This design comes from an exercise in tuning for small area and a short achievable clock period on the open sky130 flow, not from production work. Where RTL was checked, it was by simulation tests only, not by an equivalence proof against the original. For runs 5 to 7, only the layout was checked, not whether the RTL still works. No activity file was given, so power comes from the tool's default toggle rates.

==> flow/design.v (outline; a module is shown in full before it is edited, if it fits) <==
// module bt_ctl: 62 lines
// module bt_window: 72 lines
// module bt_pop_a: 233 lines
// module bt_pop_b: 53 lines
// module bt_count: 1027 lines
// module bit_twiddle: 76 lines
module bit_twiddle (
    input  wire         clk,
    input  wire         rst,
    input  wire         in_valid,
    input  wire [5:0]   cmd,
    input  wire [127:0] value,
    input  wire [127:0] distance,
    output reg          out_valid,
    output reg  [1:0]   status,
    output reg  [127:0] result
);
  // ...
==> flow/flow/run.sh <==
#!/bin/bash
set -euo pipefail
bash standard.sh "BUFFER_PORTS_ARGS=-buffer_cell sky130_fd_sc_hd__buf_1" SETUP_SLACK_MARGIN=5.4 finish > standard.log 2>&1
==> flow/standard.sh <==
#!/bin/bash
# synth_recipe.tcl (not shown) runs the flow's synth.tcl, then flattens the netlist and writes it again
# the make line also repeats each setting of config.mk as NAME=value (left out here)
make -C /OpenROAD-flow-scripts/flow DESIGN_CONFIG=/design/flow/config.mk WORK_HOME=/design/flow/orfs CLKGATE_MAP_FILE= SYNTH_SCRIPT=/design/flow/synth_recipe.tcl "${@:-finish}"
==> flow/config.mk <==
export PLATFORM = sky130hd
export DESIGN_NAME = bit_twiddle
export DESIGN_NICKNAME = bit_twiddle
export VERILOG_FILES = /design/flow/design.v
export SDC_FILE = /design/flow/constraint.sdc
export NUM_CORES = 4
export LEC_CHECK = 0
export CAP_MARGIN = 40
export CELL_PAD_IN_SITES_DETAIL_PLACEMENT = 1
export CELL_PAD_IN_SITES_GLOBAL_PLACEMENT = 1
export CORE_MARGIN = 2
export CORE_UTILIZATION = 45
export PLACE_DENSITY = 0.68
export SETUP_SLACK_MARGIN = 5
export SLEW_MARGIN = 40
==> flow/constraint.sdc <==
create_clock -name core_clock -period 9.0 [get_ports {clk}]
set_input_delay 1.8000 -clock core_clock [delete_from_list [all_inputs] [get_ports {clk}]]
set_output_delay 1.8000 -clock core_clock [all_outputs]
set_load 0.01 [all_outputs]
==> results by group, run 1 <==
Worst setup path
  • CP max stage delay: approximately 0.79 ns
  • Worst Setup EP: result[5]$_DFF_P_
  • Critical Path Fanout Max: 18
  • CP startpoint kind: register
  • Worst path slowest cell: dfxtp_2
  • Required time of the critical path: between 9 and 10 ns

STA
  • Rel. slew slack: about a third
  • Final count of pins violating max slew: 0

Clocking
  • CTS tree: built
  • CTS buffer count: 39

Place
  • DPL Wire Length: around 120000 um
  • Count of input and output buffers: 395
  • Pre-CTS WS: 4.39 ns

Finish
  • Layout sequential cell count: about 320
  • Final net count: 4082
  • Final core occ: roughly 56%
  • Multi-Input Combinational: 2386
  • Area of the multi-input gates: 18200 um2
  • Sequential cell area share: just over 20%

Floorplanning
  • Starting Density: approximately 46%

Power and ir drop
  • Top Consumer: combinational cells
  • Switching Share: between 40% and 50%
  • Clock share of power: about 25%

Global routing
  • First-pass GRT wire length: 230000 um
  • Largest net degree at the start of global routing: 73

Status
  • Status: no timing/DRC/antenna violations

Job
  • Maximum capacitance violations: 0

Yosys
  • Cell taking the most area after synthesis: dfxtp_1
  • Synth Area in XOR/XNOR: about 2.3%
  • Post-synth net total: 3710
  • Post-synthesis cell type count: between 90 and 100

Worst hold path
  • Min-delay worst type: reg -> reg
  • Hold Path End: status[0]$_DFF_P_
==> run 2: changes to the inputs <==
--- a/flow/flow/run.sh
+++ b/flow/flow/run.sh
@@ -1,2 +1,6 @@
 #!/bin/bash
+# Layout flow: the standard flow (standard.sh: the standard synthesis,
+# floorplan, placement, CTS, routing), except that the ports are buffered
+# with plain buffers (buf_1) instead of the delay buffers buffer_ports picks
+# by default. Every input and output port still gets its own buffer.
 set -euo pipefail
--- a/flow/config.mk
+++ b/flow/config.mk
@@ -11,4 +11,4 @@
 export CORE_MARGIN = 2
-export CORE_UTILIZATION = 45
-export PLACE_DENSITY = 0.68
+export CORE_UTILIZATION = 40
+export PLACE_DENSITY = 0.65
 export SETUP_SLACK_MARGIN = 5
==> results by group, run 2 <==
Status
  • Status: no timing/DRC/antenna violations (unchanged)

Finish
  • Biggest regs: result (128), s1_value (128), s1_p (27) (unchanged)
  • Most frequent cells in the layout: a21oi_1, inv_1, buf_1 (was a21oi_1, inv_1, dfxtp_1)
  • Layout area overhead: 23.4% (was 23.6%)
  • Share of layout cells above drive strength 1: 17.0% (was 18.6%)
  • Final net count: 4074 (was 4082)
  • FF/Latch Area: 6420 um2 (was 6410 um2)
  • Area of the multi-input gates: 18200 um2 (about the same)
  • Most common cell after layout, fill and taps aside: a21oi_1 (unchanged)
  • # fillers: 7780 (was 6647)
  • Final core occ: 49.8% (was 56.5%)

STA
  • Fin crit share: 41.6% (was 42.8%)
  • Final Hold Vio Count: 0 (unchanged)
  • Final min period: 3.75 ns (was 3.85 ns)
  • Rel. slew slack: 37.1% (was 34.9%)
  • Fmax: 0.267 GHz (was 0.260 GHz)
  • Final setup TNS: 0 ns (unchanged)
  • Slew @ Worst Pin: 0.928 ns (was 0.968 ns)
  • WHS: 0.337 ns (was 0.343 ns)
  • Final Skew: 0.0470 ns (was 0.0493 ns)
  • Final WS setup: 5.25 ns (was 5.15 ns)
  • Final count of pins violating max slew: 0 (unchanged)
  • Final setup vio count: 0 (unchanged)
  • RSZ-0062 raised after global routing: yes (unchanged)

Worst hold path
  • Min-delay worst type: reg -> reg (unchanged)

Global routing
  • Total gr overflow: 0 (unchanged)
  • All-layer global routing usage: 44.8% (was 54.9%)
  • Initial antenna violation count: 12 (was 17)
  • First-pass GRT wire length: 216000 um (was 230000 um)
  • Vias in the first global route: 30500 (was 32500)
  • Largest net degree at the start of global routing: 72 (was 73)

Yosys
  • Most numerous cell in the Yosys netlist: a21oi_1 (unchanged)
  • Simple-Gate Fraction of Synth Area: 16.9% (unchanged)
  • Post-synth net total: 3710 (unchanged)
  • Cells after synthesis: 3260 (unchanged)
  • Flops & latches, synth: 319 (unchanged)
  • FFs w/ async S/R, synth: 0% (unchanged)
  • Adder-Cell Fraction of Synth Area: 12.7% (unchanged)
  • Post-synthesis mux area share: 1.47% (unchanged)
  • Post-synthesis cell type count: 94 (unchanged)
  • Post-synth EDFFs: 0 (unchanged)
  • Synth top cells by count: a21oi_1, inv_1, dfxtp_1, nor2_1, nand2_1 (unchanged)
  • Yosys top cell area share: 25.2% (unchanged)
  • Synth Area in XOR/XNOR: 2.28% (unchanged)
  • Mapped Area: 25300 um2 (unchanged)
  • Register area share after synthesis: 25.2% (unchanged)
  • Top_reg_cell synth: dfxtp_1 (unchanged)
  • Synth Area per Inst: 7.77 um2 (unchanged)
  • Top cells by area, synth: dfxtp_1, fa_1, a21oi_1 (unchanged)
  • Largest family of logic cells by synthesized area: compound AO/OA/AOI/OAI gates (unchanged)
  • Compound-Gate Fraction of Synth Area: 33.0% (unchanged)
  • YS warnings: 2 (unchanged)
  • Cell taking the most area after synthesis: dfxtp_1 (unchanged)

Clocking
  • Max Root-Sink Buffers: 3 (unchanged)
  • CTS sink cnt: 319 (unchanged)
  • Post-cts hold buffer count: 0 (unchanged)
  • Skew-Pair Late Insertion Delay: 0.61 ns (was 0.60 ns)
  • Clock root buffer master: clkbuf_16 (unchanged)
  • Htree depth: 2 (unchanged)
  • CTS buffer count: 39 (unchanged)
  • CTS tree: built (unchanged)
  • Clock slew seen by the registers of the worst setup and hold paths: 0.06 ns (was 0.07 ns)

Floorplanning
  • Die Y: 256 um (was 241 um)
  • Die footprint: 65400 um2 (was 58200 um2)
  • Starting Density: 40.3% (was 45.7%)
  • DIE WIDTH: 256 um (was 241 um)
  • Io pins: 396 (unchanged)
  • Floorplan row count: 92 (was 86)
  • Core area: 62900 um2 (was 55400 um2)

Place
  • Count of input and output buffers: 395 (unchanged)
  • Global placement routability congestion: 1.13 (was 1.16)
  • DPL Wire Length: 119000 um (was 120000 um)
  • Pre-CTS WS: 4.26 ns (was 4.39 ns)

Routing
  • DRC viols: 0 (unchanged)
  • Vias: 30400 (was 32800)
  • DR vias/cell: 6.75 (was 7.41)
  • First-pass DRT Iterations: 9 (unchanged)
  • Routed wire length: 153000 um (was 166000 um)
  • Drt initial violations: 4311 (was 5519)
  • WL/cell: 33.9 um (was 37.5 um)
  • Post-route ant nets: 0 (unchanged)

Worst setup path
  • Required time of the critical path: 9.44 ns (was 9.42 ns)
  • Crit end category: register (unchanged)
  • Data arrival time of the critical path: 4.19 ns (was 4.27 ns)
  • CP startpoint kind: input port (was register)
  • Worst path slowest cell: fa_1 (was dfxtp_2)
  • Critical Path, Cell by Cell: buf_1 -> fa_1 -> inv_1 -> fa_1 -> inv_1 -> fa_2 -> fa_1 (was nand2_2 -> nand2_1 -> nand3_1 -> mux2_2 -> nor2_1 -> o22ai_4 -> nor3_4 -> o211ai_1)
  • Worst path top cell family by delay: adder cells (was simple AND/OR/NAND/NOR gates)
  • CP max stage delay: 0.57 ns (was 0.79 ns)
  • Most frequent CP cell: fa_1
  • Buf+Inv Stages, Crit Path: 3 (was 0)
  • Setup CP Type: in -> reg (was reg -> reg)
  • Critical Path Fanout Max: 4 (was 18)

Power and ir drop
  • Peak VDD IR: 0.000390 V (was 0.000321 V)
  • Power density cells: 206 nW/um2 (was 221 nW/um2)
  • Pwr Total: 6.44 mW (was 6.92 mW)
  • P_leak: 12.4 nW (was 12.5 nW)

Job
  • Maximum capacitance violations: 0 (unchanged)
[run 2: cell counts after synthesis]
No cell type changed its count.
[run 2: layout make-up]
type / count / share of cell area, %
timing repair buffer: 521 / 8.96
sequential: 319 / 20.5
inverter: 358 / 4.35
antenna: 6 / 0.0480
multi-input combinational: 2385 / 58.3
clock buffer: 51 / 3.52
clock inverter: 20 / 0.912
tap: 846 / 3.39
[run 2: where the power goes]
part / leakage [nW] / total, mW / switching [mW] / internal, mW
sequential: 2.67 / 1.79 / 0.193 / 1.59
combinational: 9.10 / 2.92 / 1.84 / 1.08
clock: 0.677 / 1.74 / 0.719 / 1.02
[run 2: per-layer routing]
metal,GRT usage (%),up-vias,routed length [um]
met5,0.219,-,73
met4,23.3,12,10000
met3,15.5,543,19600
met2,66.2,2093,63400
met1,57.7,15100,59600
li1,-,12700,-
[run 2: kinds of logic after synthesis]
logic type	after synthesis
multiplexers	35
AO/OA/AOI/OAI	1227
AND/OR/NAND/NOR	872
adder cells (fa/ha/maj)	185
flip-flops	319
XOR/XNOR	66
buffers and inverters	556
[run 2: final timing paths]
check / to / depth (start not counted) / slack, ns / startpoint
max: s1_p[2]$_DFF_P_ / 7 / 5.25 / value[56]
min: status[0]$_DFF_P_ / 0 / 0.34 / s1_status[0]$_SDFF_PP0_
max reg2reg: result[23]$_DFF_P_ / 11 / 5.27 / s1_w[2]$_DFF_P_
min reg2reg: status[0]$_DFF_P_ / 0 / 0.34 / s1_status[0]$_SDFF_PP0_
[run 2: what timing repair did]
item                                    CTS  global route
pin swaps                                57            70
hold endpoints to repair                  0             0
resized for setup                       229           222
endpoints found under the setup margin   85            76
setup buffers                            35            25
cloned                                    0             2
[run 2: metrics by stage]
step                instance area (um2)  cells
floorplan                         25400   3260
global route                      31300   4501
detailed placement                27800   4365
finish                            31300   4506
global placement                  27600   4361
CTS                               30300   4471
==> run 3: changes to the inputs <==
--- a/flow/flow/run.sh
+++ b/flow/flow/run.sh
@@ -6,2 +6,2 @@
 set -euo pipefail
-bash standard.sh "BUFFER_PORTS_ARGS=-buffer_cell sky130_fd_sc_hd__buf_1" SETUP_SLACK_MARGIN=5.4 finish > standard.log 2>&1
+bash standard.sh "BUFFER_PORTS_ARGS=-buffer_cell sky130_fd_sc_hd__buf_1" finish > standard.log 2>&1
==> results by group, run 3 <==
Yosys
  • Post-synth EDFFs: 0 (unchanged)
  • Flops & latches, synth: 319 (unchanged)
  • Mapped Area: 25300 um2 (unchanged)
  • Post-synth net total: 3710 (unchanged)
  • Top cells by area, synth: dfxtp_1, fa_1, a21oi_1 (unchanged)
  • Synth top cells by count: a21oi_1, inv_1, dfxtp_1, nor2_1, nand2_1 (unchanged)
  • Cell taking the most area after synthesis: dfxtp_1 (unchanged)
  • Register area share after synthesis: 25.2% (unchanged)
  • Post-synthesis cell type count: 94 (unchanged)
  • Yosys top cell area share: 25.2% (unchanged)
  • YS warnings: 2 (unchanged)
  • FFs w/ async S/R, synth: 0% (unchanged)
  • Cells after synthesis: 3260 (unchanged)
  • Top_reg_cell synth: dfxtp_1 (unchanged)
  • Synth Area per Inst: 7.77 um2 (unchanged)
  • Most numerous cell in the Yosys netlist: a21oi_1 (unchanged)

Worst setup path
  • Critical Path Fanout Max: 51 (was 4)
  • Data arrival time of the critical path: 4.48 ns (was 4.19 ns)
  • Required time of the critical path: 9.37 ns (was 9.44 ns)
  • Reg2reg end: result[56]$_DFF_P_ (was result[23]$_DFF_P_)
  • Critical Path, Cell by Cell: buf_6 -> buf_6 -> o21ai_0 -> nand2_2 -> a2111oi_4 -> a21oi_1 -> or4_4 -> a221o_1 -> a22oi_1 -> a31oi_1 (was buf_1 -> fa_1 -> inv_1 -> fa_1 -> inv_1 -> fa_2 -> fa_1)
  • Reg2reg setup slack: 4.89 ns (was 5.27 ns)
  • Crit end category: register (unchanged)
  • Setup CP Type: reg -> reg (was in -> reg)
  • CP startpoint kind: register (was input port)
  • CP max stage delay: 0.65 ns (was 0.57 ns)
  • Worst Reg-to-Reg Cells: 10 (was 11)
  • Most frequent CP cell: buf_6 (was fa_1)
  • Worst path slowest cell: or4_4 (was fa_1)
  • Reg2Reg Launch Point: s1_w[3]$_DFF_P_ (was s1_w[2]$_DFF_P_)

Global routing
  • Initial antenna violation count: 8 (was 12)
  • Largest net degree at the start of global routing: 73 (was 72)
  • Total gr overflow: 0 (unchanged)
  • First-pass GRT wire length: 216000 um (about the same)
  • All-layer global routing usage: 45.2% (was 44.8%)
  • Vias in the first global route: 30100 (was 30500)

Clocking
  • CTS tree: built (unchanged)
  • Clock root buffer master: clkbuf_16 (unchanged)
  • CTS sink cnt: 319 (unchanged)
  • CTS buffer count: 40 (was 39)
  • Post-cts hold buffer count: 0 (unchanged)
  • Skew-Pair Late Insertion Delay: 0.61 ns (about the same)
  • Htree depth: 2 (unchanged)
  • Clock slew seen by the registers of the worst setup and hold paths: 0.06 ns (about the same)
  • Max Root-Sink Buffers: 3 (unchanged)

Routing
  • Post-route ant nets: 0 (unchanged)
  • DRC viols: 0 (unchanged)
  • Routed wire length: 155000 um (was 153000 um)
  • DR vias/cell: 6.83 (was 6.75)
  • First-pass DRT Iterations: 8 (was 9)
  • Drt initial violations: 4828 (was 4311)
  • Vias: 30600 (was 30400)
  • WL/cell: 34.5 um (was 33.9 um)

STA
  • Fin crit share: 45.6% (was 41.6%)
  • RSZ-0062 raised after global routing: yes (unchanged)
  • Fmax: 0.244 GHz (was 0.267 GHz)
  • Final Skew: 0.0428 ns (was 0.0470 ns)
  • Slew @ Worst Pin: 0.931 ns (was 0.928 ns)
  • Rel. slew slack: 37.3% (was 37.1%)
  • Final setup vio count: 0 (unchanged)
  • WHS: 0.326 ns (was 0.337 ns)
  • Final Hold Vio Count: 0 (unchanged)
  • Final setup TNS: 0 ns (unchanged)
  • Final min period: 4.11 ns (was 3.75 ns)
  • Final count of pins violating max slew: 0 (unchanged)

Floorplanning
  • Die Y: 256 um (unchanged)
  • Io pins: 396 (unchanged)
  • Floorplan row count: 92 (unchanged)
  • Starting Density: 40.3% (unchanged)
  • Die footprint: 65400 um2 (unchanged)
  • DIE WIDTH: 256 um (unchanged)
  • Core area: 62900 um2 (unchanged)

Finish
  • Share of layout cells above drive strength 1: 9.12% (was 17.0%)
  • Biggest regs: result (128), s1_value (128), s1_p (27) (unchanged)
  • Most frequent cells in the layout: buf_1, a21oi_1, inv_1 (was a21oi_1, inv_1, buf_1)
  • Most common cell after layout, fill and taps aside: buf_1 (was a21oi_1)
  • Final net count: 4048 (was 4074)
  • Layout area overhead: 18.4% (was 23.4%)

Job
  • Maximum capacitance violations: 0 (unchanged)

Place
  • DPL Wire Length: 121000 um (was 119000 um)
  • Global placement routability congestion: 1.14 (was 1.13)
  • Count of input and output buffers: 395 (unchanged)

Power and ir drop
  • Peak VDD IR: 0.000400 V (was 0.000390 V)
  • Power density cells: 212 nW/um2 (was 206 nW/um2)
  • P_leak: 11.9 nW (was 12.4 nW)

Worst hold path
  • Hold Path End: status[1]$_DFF_P_ (was status[0]$_DFF_P_)
  • Worst hold stages: 0 (unchanged)
  • Min-delay worst type: reg -> reg (unchanged)
  • Hold path start: s1_status[1]$_SDFF_PP1_ (was s1_status[0]$_SDFF_PP0_)

Status
  • Status: no timing/DRC/antenna violations (unchanged)
-- run 3: kinds of logic (layout without fill, tap and decap cells) --
| kind of cell | Yosys count | count (layout) | synth area share [%] |
|---|---|---|---|
| compound gates | 1227 | 1227 | 33.0 |
| buf+inv | 556 | 926 | 8.51 |
| xor+xnor | 66 | 66 | 2.28 |
| fa+ha+maj | 185 | 185 | 12.7 |
| simple gates | 872 | 872 | 16.9 |
| flops | 319 | 319 | 25.2 |
| mux | 35 | 35 | 1.47 |
| other cells | 0 | 9 | 0 |
-- run 3: cell type report --
| type | count | area (um2) |
|---|---|---|
| Antenna cell | 9 | 22.5 |
| Clock buffer | 49 | 1110 |
| Clock inverter | 25 | 347 |
| Fill cell | 7796 | 32900 |
| Inverter | 358 | 1340 |
| Multi-Input combinational cell | 2385 | 17500 |
| Sequential cell | 319 | 6400 |
| Tap cell | 846 | 1060 |
| Timing Repair Buffer | 494 | 2250 |
-- run 3: stage by stage --
stage	cell area (um2)	instances	power (mW)	setup slack, ns	utilization (%)
after CTS	29500	4455	6.17	5.00	46.9
after floorplan	25300	3260	3.13	5.00	-
final	30000	4485	6.36	4.89	47.7
after detailed placement	27700	4374	4.33	4.29	44.1
after global placement	27600	4372	4.24	4.32	43.9
after global routing	30000	4476	6.59	4.94	47.7
-- run 3: worst max path at each step --
stage / startpoint / end / slack [ns] / depth (start not counted)
after detailed placement: value[3] / s1_p[7]$_DFF_P_ / 4.29 / 7
final: s1_w[3]$_DFF_P_ / result[56]$_DFF_P_ / 4.89 / 10
after global placement: s1_w[3]$_DFF_P_ / result[56]$_DFF_P_ / 4.32 / 10
after floorplan: value[53] / s1_p[2]$_DFF_P_ / 5.00 / 6
after global routing: s1_w[3]$_DFF_P_ / result[2]$_DFF_P_ / 4.94 / 12
after CTS: s1_w[3]$_DFF_P_ / result[39]$_DFF_P_ / 5.00 / 11
-- run 3: critical path: cells and delay by family, from the launching register on --
| kind | cells | cell delay [ns] |
|---|---|---|
| and+or+nand+nor | 2 | 0.90 |
| DFF | 1 | 0.31 |
| AOI/OAI and AO/OA | 6 | 2.08 |
| buffers and inverters | 2 | 0.54 |
-- run 3: metal layers --
| metal | vias up | GRT usage [%] | wire length (um) |
|---|---|---|---|
| li1 | 12700 | - | - |
| met1 | 15200 | 58.4 | 60000 |
| met2 | 2238 | 65.1 | 63000 |
| met3 | 548 | 16.0 | 21000 |
| met4 | 8 | 26.0 | 10700 |
| met5 | - | 0 | 35 |
-- run 3: report_power, final --
part | switching [mW] | leakage [nW] | total, mW | internal (mW)
clock network | 0.748 | 0.697 | 1.81 | 1.06
logic | 1.82 | 8.55 | 2.77 | 0.956
registers | 0.183 | 2.67 | 1.77 | 1.59
total | 2.75 | 11.9 | 6.36 | 3.61
-- run 3: what timing repair did --
item | 4_1_cts | 5_1_grt
buffers inserted | 7 | 18
pin swaps | 6 | 13
endpoints found under the setup margin | 68 | 64
gates resized for setup | 43 | 55
==> run 4: changes to the inputs <==
--- a/flow/config.mk
+++ b/flow/config.mk
@@ -13,3 +13,3 @@
 export PLACE_DENSITY = 0.65
-export SETUP_SLACK_MARGIN = 5
+export SETUP_SLACK_MARGIN = 4
 export SLEW_MARGIN = 40
==> results by group, run 4 <==
Power and ir drop
  • Sw Pwr: 2.68 mW (was 2.75 mW)
  • Flop pwr share: 29.1% (was 27.9%)
  • Pwr Total: 6.18 mW (was 6.36 mW)
  • P_leak: 11.6 nW (was 11.9 nW)
  • Gate power share: 42.8% (was 43.6%)
  • Clock share of power: 28.1% (was 28.5%)
  • Power density cells: 211 nW/um2 (was 212 nW/um2)
  • Peak VDD IR: 0.000218 V (was 0.000400 V)
  • Switching Share: 43.4% (was 43.3%)
  • P_int: 3.50 mW (was 3.61 mW)

Clocking
  • CTS resizes: 0 (was 43)
  • Max Root-Sink Buffers: 3 (unchanged)
  • CTS buffer count: 40 (unchanged)
  • Skew-Pair Late Insertion Delay: 0.63 ns (was 0.61 ns)
  • Htree depth: 2 (unchanged)
  • Clock slew seen by the registers of the worst setup and hold paths: 0.06 ns (about the same)
  • Setup bufs post-CTS: 0 (was 7)
  • Post-cts hold buffer count: 0 (unchanged)
  • CTS tree: built (unchanged)
  • Clock root buffer master: clkbuf_16 (unchanged)
  • CTS sink cnt: 319 (unchanged)

Yosys
  • Mapped Area: 25300 um2 (unchanged)
  • Post-synth net total: 3710 (unchanged)
  • Flops & latches, synth: 319 (unchanged)
  • Top_reg_cell synth: dfxtp_1 (unchanged)
  • Register area share after synthesis: 25.2% (unchanged)
  • Cell taking the most area after synthesis: dfxtp_1 (unchanged)
  • Synth top cells by count: a21oi_1, inv_1, dfxtp_1, nor2_1, nand2_1 (unchanged)
  • Top cells by area, synth: dfxtp_1, fa_1, a21oi_1 (unchanged)
  • Post-synth EDFFs: 0 (unchanged)
  • YS warnings: 2 (unchanged)
  • Yosys top cell area share: 25.2% (unchanged)
  • Most numerous cell in the Yosys netlist: a21oi_1 (unchanged)
  • Post-synthesis cell type count: 94 (unchanged)
  • FFs w/ async S/R, synth: 0% (unchanged)
  • Cells after synthesis: 3260 (unchanged)
  • Synth Area per Inst: 7.77 um2 (unchanged)

Place
  • DPL Wire Length: 120000 um (was 121000 um)
  • Count of input and output buffers: 395 (unchanged)
  • Post-placement cell count: 4361 (was 4374)
  • Area after DPL: 27700 um2 (about the same)
  • Global placement routability congestion: 1.12 (was 1.14)
  • Pre-CTS WS: 4.41 ns (was 4.29 ns)

Worst setup path
  • Setup CP Type: reg -> reg (unchanged)
  • CP max stage delay: 0.82 ns (was 0.65 ns)
  • Critical Path Fanout Max: 28 (was 51)
  • CP startpoint kind: register (unchanged)
  • Crit end category: register (unchanged)
  • Most frequent CP cell: a2111oi_2 (was buf_6)
  • Worst path slowest cell: a2111oi_2 (was or4_4)
  • Required time of the critical path: 9.45 ns (was 9.37 ns)
  • Data arrival time of the critical path: 5.17 ns (was 4.48 ns)
  • Critical Path, Cell by Cell: buf_4 -> mux2_1 -> a22o_1 -> a2111oi_2 -> nand2_1 -> a2111oi_2 -> o22a_1 -> o211a_1 -> a2bb2oi_1 -> a31oi_1 (was buf_6 -> buf_6 -> o21ai_0 -> nand2_2 -> a2111oi_4 -> a21oi_1 -> or4_4 -> a221o_1 -> a22oi_1 -> a31oi_1)

STA
  • Slew @ Worst Pin: 0.978 ns (was 0.931 ns)
  • Fin crit share: 52.4% (was 45.6%)
  • Final min period: 4.71 ns (was 4.11 ns)
  • Final Skew: 0.0407 ns (was 0.0428 ns)
  • Final setup vio count: 0 (unchanged)
  • Final count of pins violating max slew: 0 (unchanged)
  • Final WS setup: 4.29 ns (was 4.89 ns)
  • Final setup TNS: 0 ns (unchanged)
  • Final Hold Vio Count: 0 (unchanged)
  • Fmax: 0.212 GHz (was 0.244 GHz)
  • Rel. slew slack: 34.4% (was 37.3%)
  • RSZ-0062 raised after global routing: no (was yes)
  • WHS: 0.299 ns (was 0.326 ns)

Finish
  • Most common cell after layout, fill and taps aside: buf_1 (unchanged)
  • Most frequent cells in the layout: buf_1, a21oi_1, inv_1 (unchanged)
  • # fillers: 7861 (was 7796)
  • Design Area, Final: 29200 um2 (was 30000 um2)
  • Non-filler cells, final: 4439 (was 4485)
  • Final net count: 4011 (was 4048)
  • Final core occ: 46.5% (was 47.7%)
  • Share of layout cells above drive strength 1: 7.08% (was 9.12%)
  • Layout area overhead: 15.5% (was 18.4%)
  • Biggest regs: result (128), s1_value (128), s1_p (27) (unchanged)

Global routing
  • First-pass GRT wire length: 215000 um (was 216000 um)
  • All-layer global routing usage: 44.9% (was 45.2%)
  • Vias in the first global route: 30200 (was 30100)
  • Initial antenna violation count: 9 (was 8)
  • Largest net degree at the start of global routing: 72 (was 73)
  • Total gr overflow: 0 (unchanged)

Job
  • Maximum capacitance violations: 0 (unchanged)

Floorplanning
  • Floorplan row count: 92 (unchanged)
  • Core area: 62900 um2 (unchanged)
  • Die footprint: 65400 um2 (unchanged)
  • Starting Density: 40.3% (unchanged)
  • DIE WIDTH: 256 um (unchanged)
  • Die Y: 256 um (unchanged)
  • Io pins: 396 (unchanged)

Routing
  • DRC viols: 0 (unchanged)
  • First-pass DRT Iterations: 7 (was 8)
  • Met1 WL: 58400 um (was 60000 um)
  • WL met3: 21000 um (about the same)
  • Routed wire length: 152000 um (was 155000 um)
  • DR vias/cell: 6.90 (was 6.83)
  • Vias: 30600 (about the same)
  • Drt initial violations: 4699 (was 4828)
  • Top layer in use: met5 (unchanged)
  • WL/cell: 34.3 um (was 34.5 um)
  • Post-route ant nets: 0 (unchanged)
  • Met2 WL: 62200 um (was 63000 um)

Status
  • Status: no timing/DRC/antenna violations (unchanged)

Worst hold path
  • Min-delay worst type: reg -> reg (unchanged)
==> run 4: cells by family after synthesis <==
logic type               count (synthesis)  share of synthesized area [%]
AO/OA/AOI/OAI                         1227                           33.0
adder cells (fa/ha/maj)                185                           12.7
XOR/XNOR                                66                           2.28
buffers and inverters                  556                           8.51
flip-flops                             319                           25.2
multiplexers                            35                           1.47
AND/OR/NAND/NOR                        872                           16.9
==> run 4: worst paths after layout <==
kind	depth (start not counted)	slack, ns	endpoint	start
setup / recovery	10	4.29	result[26]$_DFF_P_	s1_w[0]$_DFF_P_
hold / removal	0	0.30	status[0]$_DFF_P_	s1_status[0]$_SDFF_PP0_
setup reg to reg	10	4.29	result[26]$_DFF_P_	s1_w[0]$_DFF_P_
hold reg to reg	0	0.30	status[0]$_DFF_P_	s1_status[0]$_SDFF_PP0_
==> run 4: layout make-up <==
type	instances	area, um2	share of cell area [%]
Antenna cell	3	7.51	0.0257
Clock buffer	46	1060	3.64
Clock inverter	25	330	1.13
Inverter	358	1340	4.60
Multi-Input combinational cell	2385	17100	58.5
Sequential cell	319	6390	21.9
Tap cell	846	1060	3.62
Timing Repair Buffer	457	1940	6.62
==> run 4: power by group through the flow <==
stage,Combinational [mW],Sequential (mW),Clock [mW]
floorplan,1.42,1.72,0
global placement,2.41,1.80,0
detailed placement,2.49,1.80,0
CTS,2.52,1.78,1.74
global route,2.78,1.80,1.80
finish,2.65,1.80,1.74
==> run 4: critical path, delay by kind of cell, from the launching register on <==
family	cells	cell delay [ns]
DFF	1	0.59
and+or+nand+nor	1	0.34
buffers and inverters	1	0.45
muxes	1	0.43
AOI/OAI and AO/OA	7	2.73
==> run 4: per-layer routing <==
metal / track usage, % / vias to the layer above
li1: - / 12600
met2: 65.6 / 2388
met1: 57.5 / 15100
met4: 23.7 / 10
met5: 0.0731 / -
met3: 16.5 / 589
==> module bt_pop_b, before the edit <==
module bt_pop_b (
    input  wire [26:0] p,
    output wire [6:0] q
);
    wire pb_1, pb_2, pb_3, pb_4, pb_5, pb_6, pb_7, pb_8, pb_9, pb_10, pb_11, pb_12, pb_13, pb_14, pb_15, pb_16, pb_17, pb_18, pb_19, pb_20, pb_21, pb_22, pb_23, pb_24, pb_25, pb_26, pb_27, pb_28, pb_29, pb_30, pb_31, pb_32, pb_33, pb_34, pb_35, pb_36, pb_37, pb_38, pb_39, pb_40;
    assign pb_1 = p[0] ^ p[1] ^ p[2];
    assign pb_2 = (p[0] & p[1]) | (p[2] & (p[0] ^ p[1]));
    assign pb_3 = p[3] ^ p[4] ^ p[5];
    assign pb_4 = (p[3] & p[4]) | (p[5] & (p[3] ^ p[4]));
    assign pb_5 = p[6] ^ p[7] ^ p[8];
    assign pb_6 = (p[6] & p[7]) | (p[8] & (p[6] ^ p[7]));
    assign pb_7 = pb_2 ^ pb_3 ^ pb_5;
    assign pb_8 = (pb_2 & pb_3) | (pb_5 & (pb_2 ^ pb_3));
    assign pb_9 = p[10] ^ p[11] ^ p[12];
    assign pb_10 = (p[10] & p[11]) | (p[12] & (p[10] ^ p[11]));
    assign pb_11 = p[13] ^ p[14] ^ p[15];
    assign pb_12 = (p[13] & p[14]) | (p[15] & (p[13] ^ p[14]));
    assign pb_13 = p[16] ^ p[17] ^ p[18];
    assign pb_14 = (p[16] & p[17]) | (p[18] & (p[16] ^ p[17]));
    assign pb_15 = p[9] ^ pb_4 ^ pb_6;
    assign pb_16 = (p[9] & pb_4) | (pb_6 & (p[9] ^ pb_4));
    assign pb_17 = pb_11 ^ pb_13 ^ pb_9;
    assign pb_18 = (pb_11 & pb_13) | (pb_9 & (pb_11 ^ pb_13));
    assign pb_19 = pb_15 ^ pb_8 ^ pb_17;
    assign pb_20 = (pb_15 & pb_8) | (pb_17 & (pb_15 ^ pb_8));
    assign pb_21 = p[19] ^ p[20] ^ p[21];
    assign pb_22 = (p[19] & p[20]) | (p[21] & (p[19] ^ p[20]));
    assign pb_23 = p[22] ^ p[23] ^ p[24];
    assign pb_24 = (p[22] & p[23]) | (p[24] & (p[22] ^ p[23]));
    assign pb_25 = p[25] ^ pb_10 ^ pb_12;
    assign pb_26 = (p[25] & pb_10) | (pb_12 & (p[25] ^ pb_10));
    assign pb_27 = pb_14 ^ pb_21 ^ pb_23;
    assign pb_28 = (pb_14 & pb_21) | (pb_23 & (pb_14 ^ pb_21));
    assign pb_29 = pb_16 ^ pb_18 ^ pb_25;
    assign pb_30 = (pb_16 & pb_18) | (pb_25 & (pb_16 ^ pb_18));
    assign pb_31 = pb_27 ^ pb_20 ^ pb_29;
    assign pb_32 = (pb_27 & pb_20) | (pb_29 & (pb_27 ^ pb_20));
    assign pb_33 = p[26] ^ pb_22 ^ pb_24;
    assign pb_34 = (p[26] & pb_22) | (pb_24 & (p[26] ^ pb_22));
    assign pb_35 = pb_26 ^ pb_28 ^ pb_33;
    assign pb_36 = (pb_26 & pb_28) | (pb_33 & (pb_26 ^ pb_28));
    assign pb_37 = pb_30 ^ pb_35 ^ pb_32;
    assign pb_38 = (pb_30 & pb_35) | (pb_32 & (pb_30 ^ pb_35));
    assign pb_39 = pb_34 ^ pb_36 ^ pb_38;
    assign pb_40 = (pb_34 & pb_36) | (pb_38 & (pb_34 ^ pb_36));
    assign q[0] = pb_1;
    assign q[1] = pb_7;
    assign q[2] = pb_19;
    assign q[3] = pb_31;
    assign q[4] = pb_37;
    assign q[5] = pb_39;
    assign q[6] = pb_40;
endmodule
==> run 5: changes to the inputs <==
--- a/flow/design.v
+++ b/flow/design.v
@@ -372,4 +372,4 @@
     wire pb_1, pb_2, pb_3, pb_4, pb_5, pb_6, pb_7, pb_8, pb_9, pb_10, pb_11, pb_12, pb_13, pb_14, pb_15, pb_16, pb_17, pb_18, pb_19, pb_20, pb_21, pb_22, pb_23, pb_24, pb_25, pb_26, pb_27, pb_28, pb_29, pb_30, pb_31, pb_32, pb_33, pb_34, pb_35, pb_36, pb_37, pb_38, pb_39, pb_40;
-    assign pb_1 = p[0] ^ p[1] ^ p[2];
-    assign pb_2 = (p[0] & p[1]) | (p[2] & (p[0] ^ p[1]));
+    assign pb_1 = p[0] ^ p[1];
+    assign pb_2 = p[0] & p[1];
     assign pb_3 = p[3] ^ p[4] ^ p[5];
@@ -378,4 +378,4 @@
     assign pb_6 = (p[6] & p[7]) | (p[8] & (p[6] ^ p[7]));
-    assign pb_7 = pb_2 ^ pb_3 ^ pb_5;
-    assign pb_8 = (pb_2 & pb_3) | (pb_5 & (pb_2 ^ pb_3));
+    assign pb_7 = pb_2 ^ pb_3;
+    assign pb_8 = pb_2 & pb_3;
     assign pb_9 = p[10] ^ p[11] ^ p[12];
@@ -390,4 +390,4 @@
     assign pb_18 = (pb_11 & pb_13) | (pb_9 & (pb_11 ^ pb_13));
-    assign pb_19 = pb_15 ^ pb_8 ^ pb_17;
-    assign pb_20 = (pb_15 & pb_8) | (pb_17 & (pb_15 ^ pb_8));
+    assign pb_19 = pb_8 ^ pb_15;
+    assign pb_20 = pb_8 & pb_15;
     assign pb_21 = p[19] ^ p[20] ^ p[21];
@@ -402,4 +402,4 @@
     assign pb_30 = (pb_16 & pb_18) | (pb_25 & (pb_16 ^ pb_18));
-    assign pb_31 = pb_27 ^ pb_20 ^ pb_29;
-    assign pb_32 = (pb_27 & pb_20) | (pb_29 & (pb_27 ^ pb_20));
+    assign pb_31 = pb_27 ^ pb_20;
+    assign pb_32 = pb_27 & pb_20;
     assign pb_33 = p[26] ^ pb_22 ^ pb_24;
@@ -408,13 +408,9 @@
     assign pb_36 = (pb_26 & pb_28) | (pb_33 & (pb_26 ^ pb_28));
-    assign pb_37 = pb_30 ^ pb_35 ^ pb_32;
-    assign pb_38 = (pb_30 & pb_35) | (pb_32 & (pb_30 ^ pb_35));
-    assign pb_39 = pb_34 ^ pb_36 ^ pb_38;
-    assign pb_40 = (pb_34 & pb_36) | (pb_38 & (pb_34 ^ pb_36));
-    assign q[0] = pb_1;
-    assign q[1] = pb_7;
-    assign q[2] = pb_19;
-    assign q[3] = pb_31;
-    assign q[4] = pb_37;
-    assign q[5] = pb_39;
-    assign q[6] = pb_40;
+    assign pb_37 = pb_30 ^ pb_32;
+    assign pb_38 = pb_30 & pb_32;
+    assign pb_39 = pb_34 ^ pb_36;
+    assign pb_40 = pb_34 & pb_36;
+    wire [6:0] ra = {pb_40, pb_39, pb_35, pb_29, pb_17, pb_5, p[2]};
+    wire [6:0] rb = {1'b0, pb_38, pb_37, pb_31, pb_19, pb_7, pb_1};
+    assign q = ra + rb;
 endmodule
==> flow/flow/run.sh (replaced) <==
#!/bin/bash
set -euo pipefail
bash standard.sh "BUFFER_PORTS_ARGS=-buffer_cell sky130_fd_sc_hd__buf_1" SETUP_SLACK_MARGIN=5.4 finish > standard.log 2>&1
--- a/flow/config.mk
+++ b/flow/config.mk
@@ -13,3 +13,3 @@
 export PLACE_DENSITY = 0.65
-export SETUP_SLACK_MARGIN = 4
+export SETUP_SLACK_MARGIN = 5
 export SLEW_MARGIN = 40
==> results by group, run 5 <==
STA
  • WHS: 0.325 ns (was 0.299 ns)
  • Fin crit share: 42.1% (was 52.4%)
  • Final count of pins violating max slew: 0 (unchanged)
  • Final min period: 3.79 ns (was 4.71 ns)
  • Final Skew: 0.0294 ns (was 0.0407 ns)
  • Rel. slew slack: 31.9% (was 34.4%)
  • Final Hold Vio Count: 0 (unchanged)
  • Final setup vio count: 0 (unchanged)
  • Fmax: 0.264 GHz (was 0.212 GHz)
  • RSZ-0062 raised after global routing: yes (was no)
  • Final setup TNS: 0 ns (unchanged)
  • Slew @ Worst Pin: 1.01 ns (was 0.978 ns)

Yosys
  • Most numerous cell in the Yosys netlist: a21oi_1 (unchanged)
  • YS warnings: 2 (unchanged)
  • Top_reg_cell synth: dfxtp_1 (unchanged)
  • Post-synth EDFFs: 0 (unchanged)
  • Cell taking the most area after synthesis: dfxtp_1 (unchanged)
  • Post-synthesis cell type count: 91 (was 94)
  • Mapped Area: 25600 um2 (was 25300 um2)
  • Post-synth net total: 3762 (was 3710)
  • Yosys top cell area share: 25.0% (was 25.2%)
  • FFs w/ async S/R, synth: 0% (unchanged)
  • Cells after synthesis: 3305 (was 3260)
  • Synth top cells by count: a21oi_1, inv_1, dfxtp_1, nor2_1, nand2_1 (unchanged)
  • Top cells by area, synth: dfxtp_1, fa_1, a21oi_1 (unchanged)
  • Synth Area per Inst: 7.74 um2 (was 7.77 um2)
  • Register area share after synthesis: 25.0% (was 25.2%)
  • Flops & latches, synth: 319 (unchanged)

Power and ir drop
  • Power density cells: 217 nW/um2 (was 211 nW/um2)
  • P_leak: 12.8 nW (was 11.6 nW)
  • Peak VDD IR: 0.000402 V (was 0.000218 V)

Status
  • Status: no timing/DRC/antenna violations (unchanged)

Worst hold path
  • Worst hold stages: 0 (unchanged)
  • Hold path start: s1_status[0]$_SDFF_PP0_ (unchanged)
  • Min-delay worst type: reg -> reg (unchanged)
  • Hold Path End: status[0]$_DFF_P_ (unchanged)

Routing
  • First-pass DRT Iterations: 7 (unchanged)
  • Post-route ant nets: 0 (unchanged)
  • WL/cell: 36.5 um (was 34.3 um)
  • Drt initial violations: 4365 (was 4699)
  • Vias: 32400 (was 30600)
  • Routed wire length: 168000 um (was 152000 um)
  • DRC viols: 0 (unchanged)
  • DR vias/cell: 7.05 (was 6.90)

Worst setup path
  • Data arrival time of the critical path: 4.19 ns (was 5.17 ns)
  • CP startpoint kind: register (unchanged)
  • Reg2Reg Launch Point: s1_value[95]$_DFF_P_ (was s1_w[0]$_DFF_P_)
  • Required time of the critical path: 9.40 ns (was 9.45 ns)
  • Critical Path Fanout Max: 5 (was 28)
  • Reg2reg setup slack: 5.21 ns (was 4.29 ns)
  • Worst Reg-to-Reg Cells: 10 (unchanged)
  • Setup CP Type: reg -> reg (unchanged)
  • Reg2reg end: result[2]$_DFF_P_ (was result[26]$_DFF_P_)
  • Crit end category: register (unchanged)

Floorplanning
  • Starting Density: 40.5% (was 40.3%)
  • Die Y: 257 um (was 256 um)
  • DIE WIDTH: 257 um (was 256 um)
  • Io pins: 396 (unchanged)
  • Die footprint: 66000 um2 (was 65400 um2)
  • Floorplan row count: 92 (unchanged)
  • Core area: 63100 um2 (was 62900 um2)

Global routing
  • First-pass GRT wire length: 235000 um (was 215000 um)
  • Initial antenna violation count: 19 (was 9)
  • Vias in the first global route: 32700 (was 30200)
  • Largest net degree at the start of global routing: 50 (was 72)
  • Total gr overflow: 0 (unchanged)
  • All-layer global routing usage: 48.8% (was 44.9%)

Finish
  • Layout area overhead: 25.4% (was 15.5%)
  • Most frequent cells in the layout: a21oi_1, inv_1, dfxtp_1 (was buf_1, a21oi_1, inv_1)
  • Biggest regs: result (128), s1_value (128), s1_p (27) (unchanged)
  • Final net count: 4169 (was 4011)
  • Share of layout cells above drive strength 1: 18.5% (was 7.08%)
  • Most common cell after layout, fill and taps aside: a21oi_1 (was buf_1)

Job
  • Maximum capacitance violations: 0 (unchanged)

Clocking
  • Htree depth: 2 (unchanged)
  • Clock slew seen by the registers of the worst setup and hold paths: 0.07 ns (was 0.06 ns)
  • CTS sink cnt: 319 (unchanged)
  • Skew-Pair Late Insertion Delay: 0.59 ns (was 0.63 ns)
  • CTS tree: built (unchanged)
  • CTS buffer count: 38 (was 40)
  • Max Root-Sink Buffers: 3 (unchanged)
  • Clock root buffer master: clkbuf_16 (unchanged)

Place
  • Global placement routability congestion: 1.10 (was 1.12)
  • Count of input and output buffers: 395 (unchanged)
  • DPL Wire Length: 125000 um (was 120000 um)
run 5: changes by cell type after synthesis, sizes merged, moves of 10 or more:
cell,delta
nor2,+50
ha,+12
nor2b,-11
a21oi,+18
a31oi,-14
a21o,+14
a22oi,-10
o21ai,+24
o22ai,+13
inv,-14
run 5: through the flow:
stage,cell area [um2],utilization (%),setup slack [ns],cells,total power [mW]
2_1_floorplan,25600,-,5.00,3305,3.58
3_3_place_gp,27800,44.1,4.14,4409,4.55
3_5_place_dp,28000,44.4,4.42,4412,4.74
4_1_cts,31000,49.2,5.29,4549,6.68
5_1_grt,32000,50.8,5.20,4589,7.23
6_report,32000,50.8,5.21,4595,6.94
run 5: what timing repair did:
| item | 4_1_cts | 5_1_grt |
|---|---|---|
| cloned | 0 | 3 |
| pin swaps | 84 | 78 |
| setup endpoints to repair | 81 | 70 |
| setup buffers | 70 | 33 |
| hold buffers | 0 | 0 |
| resized for setup | 285 | 192 |
run 5: kinds of logic after synthesis:
family                   Yosys count  synth area share, %
AO/OA/AOI/OAI                   1251                 33.1
multiplexers                      33                 1.37
buffers and inverters            540                 8.33
AND/OR/NAND/NOR                  898                 17.0
adder cells (fa/ha/maj)          192                 12.8
XOR/XNOR                          72                 2.47
flip-flops                       319                 25.0
run 5: routing by layer:
layer,track usage [%],share of wire [%]
met4,39.6,10
met3,17.0,12
met1,56.0,35
met2,73.6,42
met5,0,0.089
run 5: worst max-delay path by stage:
stage | from | end | slack, ns | cells after the start
after floorplan | value[6] | s1_p[2]$_DFF_P_ | 5.00 | 6
after global placement | s1_w[3]$_DFF_P_ | result[60]$_DFF_P_ | 4.14 | 10
after detailed placement | s1_w[3]$_DFF_P_ | result[52]$_DFF_P_ | 4.42 | 10
after CTS | value[98] | s1_p[2]$_DFF_P_ | 5.29 | 7
after global routing | s1_w[0]$_DFF_P_ | result[45]$_DFF_P_ | 5.20 | 11
final | s1_value[95]$_DFF_P_ | result[2]$_DFF_P_ | 5.21 | 10
run 5: layout make-up:
class / count / area (um2)
Fill cell: 7754 / 31000
Multi-Input combinational cell: 2446 / 18600
Sequential cell: 319 / 6430
Timing Repair Buffer: 561 / 3250
Inverter: 346 / 1320
Clock buffer: 47 / 1080
Tap cell: 846 / 1060
Clock inverter: 20 / 302
Antenna cell: 10 / 25.0
run 5: worst max-delay path, cell delays in order, from the launching register on:
cell and delay, ns:
dfxtp_1 0.35, inv_1 0.16, ha_1 0.28, nand4_1 0.22, nor2b_1 0.72, nor2b_1 0.45, a21oi_1 0.26, o211ai_1 0.22
a21oi_1 0.12, a2111oi_1 0.58, o211ai_1 0.26
run 5: where the power goes:
part	switching, mW	total [mW]	internal, mW
sequential	0.207	1.80	1.59
combinational	2.10	3.37	1.26
clock	0.719	1.77	1.05
==> run 6: changes to the inputs <==
--- a/flow/config.mk
+++ b/flow/config.mk
@@ -12,2 +12,4 @@
 export CORE_UTILIZATION = 40
+export CTS_BUF_LIST = sky130_fd_sc_hd__clkbuf_8
+export GPL_TIMING_DRIVEN = 0
 export PLACE_DENSITY = 0.65
==> results by group, run 6 <==
Global routing
  • Initial antenna violation count: between 60 and 70
  • All-layer global routing usage: 78.8%
  • Largest net degree at the start of global routing: 19
  • Total gr overflow: 17

Status
  • Status: aborted with a tool error (was no timing/DRC/antenna violations)
  • Tool error: [ERROR GRT-0232] Routing congestion too high. Check the congestion heatmap in the GUI.
  • Failed at: global routing

Clocking
  • Htree depth: 2 (unchanged)
  • CTS buffer count: 57 (was 38)
  • Clock root buffer master: clkbuf_8 (was clkbuf_16)
  • CTS sink cnt: 319 (unchanged)
  • Post-cts hold buffer count: 0 (unchanged)
  • Max Root-Sink Buffers: 3 (unchanged)

Yosys
  • Synth Area per Inst: 7.74 um2 (unchanged)
  • Most numerous cell in the Yosys netlist: a21oi_1 (unchanged)
  • Cells after synthesis: 3305 (unchanged)
  • Register area share after synthesis: 25.0% (unchanged)
  • YS warnings: 2 (unchanged)
  • Post-synth EDFFs: 0 (unchanged)
  • Post-synth net total: 3762 (unchanged)
  • Top_reg_cell synth: dfxtp_1 (unchanged)
  • Post-synthesis cell type count: 91 (unchanged)
  • Flops & latches, synth: 319 (unchanged)
  • Synth top cells by count: a21oi_1, inv_1, dfxtp_1, nor2_1, nand2_1 (unchanged)
  • Cell taking the most area after synthesis: dfxtp_1 (unchanged)
  • FFs w/ async S/R, synth: 0% (unchanged)
  • Top cells by area, synth: dfxtp_1, fa_1, a21oi_1 (unchanged)
  • Yosys top cell area share: 25.0% (unchanged)
  • Mapped Area: 25600 um2 (unchanged)

Floorplanning
  • Die Y: 257 um (unchanged)
  • DIE WIDTH: 257 um (unchanged)
  • Io pins: 396 (unchanged)
  • Starting Density: 40.5% (unchanged)
  • Floorplan row count: 92 (unchanged)

Place
  • Area after DPL: 28500 um2 (was 28000 um2)
  • Global placement routability congestion: 1.09 (was 1.10)
  • Count of input and output buffers: 393 (was 395)
  • Pre-CTS WS: 4.35 ns (was 4.42 ns)
  • Post-placement cell count: 4554 (was 4412)
  • DPL Wire Length: 136000 um (was 125000 um)

STA
  • Critical endpoint after global-route timing repair: s1_p[2]$_DFF_P_/D
  • Worst-path endpoint category: register input
-- run 6: timing repair --
action / 4_1_cts
pin swaps: 76
hold endpoints to repair: 0
setup buffers: 71
endpoints found under the setup margin: 74
resized for setup: 283
-- run 6: power groups by stage --
stage / clock (mW) / sequential [mW] / combinational [mW]
CTS: 1.64 / 1.74 / 3.50
detailed placement: 0 / 1.76 / 3.18
global placement: 0 / 1.74 / 2.84
floorplan: 0 / 1.72 / 1.86
-- run 6: cells by family after synthesis --
logic type / synth area share, %
compound gates: 33.1
simple gates: 17.0
buf+inv: 8.33
flops: 25.0
fa+ha+maj: 12.8
xor+xnor: 2.47
mux: 1.37
-- run 6: layer usage --
layer	overflow	global-route usage, %
met5	0	50.3
met4	7	75.0
met3	2	68.2
met2	7	91.1
met1	1	79.0
-- run 6: worst max path at each step --
stage | startpoint | end | slack (ns) | depth (start not counted)
CTS | value[109] | s1_p[2]$_DFF_P_ | 5.27 | 7
detailed placement | s1_value[0]$_DFF_P_ | result[1]$_DFF_P_ | 4.35 | 10
global placement | s1_value[6]$_DFF_P_ | result[5]$_DFF_P_ | 3.72 | 9
floorplan | value[6] | s1_p[2]$_DFF_P_ | 5.00 | 6
==> run 7: changes to the inputs <==
--- a/flow/config.mk
+++ b/flow/config.mk
@@ -11,6 +11,4 @@
 export CORE_MARGIN = 2
-export CORE_UTILIZATION = 40
-export CTS_BUF_LIST = sky130_fd_sc_hd__clkbuf_8
-export GPL_TIMING_DRIVEN = 0
-export PLACE_DENSITY = 0.65
+export CORE_UTILIZATION = 50
+export PLACE_DENSITY = 0.72
 export SETUP_SLACK_MARGIN = 5
==> results by group, run 7 <==
Clocking
  • CTS buffer count: 38 (was 57)
  • CTS sink cnt: 319 (unchanged)
  • Max Root-Sink Buffers: 3 (unchanged)
  • Clock root buffer master: clkbuf_16 (was clkbuf_8)
  • Htree depth: 2 (unchanged)
  • Post-cts hold buffer count: 0 (unchanged)

Yosys
  • Register area share after synthesis: 25.0% (unchanged)
  • Largest family of logic cells by synthesized area: compound AO/OA/AOI/OAI gates (unchanged)
  • Post-synthesis mux area share: 1.37% (unchanged)
  • Simple-Gate Fraction of Synth Area: 17.0% (unchanged)
  • Top cells by area, synth: dfxtp_1, fa_1, a21oi_1 (unchanged)
  • Post-synth net total: 3762 (unchanged)
  • Post-synthesis cell type count: 91 (unchanged)
  • Cell taking the most area after synthesis: dfxtp_1 (unchanged)
  • Flops & latches, synth: 319 (unchanged)
  • Top_reg_cell synth: dfxtp_1 (unchanged)
  • Cells after synthesis: 3305 (unchanged)
  • FFs w/ async S/R, synth: 0% (unchanged)
  • Yosys top cell area share: 25.0% (unchanged)
  • Synth top cells by count: a21oi_1, inv_1, dfxtp_1, nor2_1, nand2_1 (unchanged)
  • YS warnings: 2 (unchanged)
  • Post-synth EDFFs: 0 (unchanged)
  • Mapped Area: 25600 um2 (unchanged)
  • Synth Area per Inst: 7.74 um2 (unchanged)
  • Synth Area in XOR/XNOR: 2.47% (unchanged)
  • Most numerous cell in the Yosys netlist: a21oi_1 (unchanged)
  • Compound-Gate Fraction of Synth Area: 33.1% (unchanged)
  • Adder-Cell Fraction of Synth Area: 12.8% (unchanged)

Global routing
  • All-layer global routing usage: 77.0%
  • Total gr overflow: between 100 and 150
  • Largest net degree at the start of global routing: 56
  • Vias in the first global route: 39500
  • First-pass GRT wire length: between 200000 and 300000 um

Place
  • Count of input and output buffers: 395 (was 393)
  • DPL Wire Length: 119000 um (was 136000 um)
  • Global placement routability congestion: 1.22 (was 1.09)
  • Pre-CTS WS: 4.56 ns (was 4.35 ns)

Status
  • Status: aborted with a tool error (unchanged)
  • Tool error: [ERROR GRT-0116] Global routing finished with congestion. Check the congestion regions in the DRC Viewer. (was [ERROR GRT-0232] Routing congestion too high. Check the congestion heatmap in the GUI.)
  • Failed at: global routing (unchanged)

Floorplanning
  • Starting Density: 50.9% (was 40.5%)
  • DIE WIDTH: 230 um (was 257 um)
  • Die Y: 230 um (was 257 um)
  • Io pins: 396 (unchanged)
  • Floorplan row count: 82 (was 92)
-- run 7: cell counts after synthesis --
No cell type changed its count.
-- run 7: cells by family after synthesis --
logic type | after synthesis
AOI/OAI and AO/OA | 1251
buffers and inverters | 540
muxes | 33
and+or+nand+nor | 898
DFF | 319
adders and majority gates | 192
xor gates and xnor gates | 72
-- run 7: per-layer routing --
layer	GRT usage [%]	overflow
met1	77.4	0
met2	91.6	74
met3	64.4	2
met4	75.1	42
met5	30.9	1
-- run 7: repair_timing --
item	4_1_cts
setup buffers	54
setup endpoints to repair	81
cloned	1
pin swaps	74
resized for setup	273
-- run 7: worst min path at each step --
stage	slack, ns	endpoint
3_5_place_dp	0.32	status[0]$_DFF_P_
4_1_cts	0.35	status[0]$_DFF_P_
3_3_place_gp	0.32	status[1]$_DFF_P_
2_1_floorplan	0.31	status[0]$_DFF_P_
-- run 7: per-stage QoR --
stage          hold WS, ns  cells  cell area (um2)  util (%)
2_1_floorplan        0.310   3305            25600         -
3_3_place_gp         0.317   4224            27500      54.7
3_5_place_dp         0.318   4227            27600      54.9
4_1_cts              0.347   4351            30400      60.5
-- run 7: power groups by stage --
| stage | clock network (mW) | logic (mW) | registers [mW] |
|---|---|---|---|
| 2_1_floorplan | 0 | 1.86 | 1.72 |
| 3_3_place_gp | 0 | 2.65 | 1.77 |
| 3_5_place_dp | 0 | 3.01 | 1.79 |
| 4_1_cts | 1.76 | 3.41 | 1.77 |

[re-timing with driven ports]
In the flow no input, the clock included, has a driving cell. The finished layouts below were timed again as built, in two steps.
Step 1, drivers: a clkbuf_16 drives clk and a buf_2 each remaining input, both assumed.
Step 2 moves the port delays by t, midway between the first and last clock arrival at a register: inputs arrive t later, outputs are due t later. That takes back most of the time a late clock gives input paths.
Three values: ideal ports, drivers, drivers and shift; two values: the first two.
run | shift t [ns] | setup WS [ns] | worst setup path at the end
run 1 | 0.631 | 5.151 / 5.151 / 4.573 | input to register
run 2 | 0.645 | 5.254 / 5.267 / 4.623 | input to register
run 3 | 0.641 | 4.894 / 4.894 / 4.462 | input to register
run 4 | 0.669 | 4.287 / 4.287 / 4.287 | register to register
run 5 | 0.639 | 5.213 / 5.213 / 4.658 | input to register
After both steps every run listed still meets setup and hold. The setup slack of run 2, which loses most, moves by +0.013 ns with the drivers and by -0.631 ns with both steps.
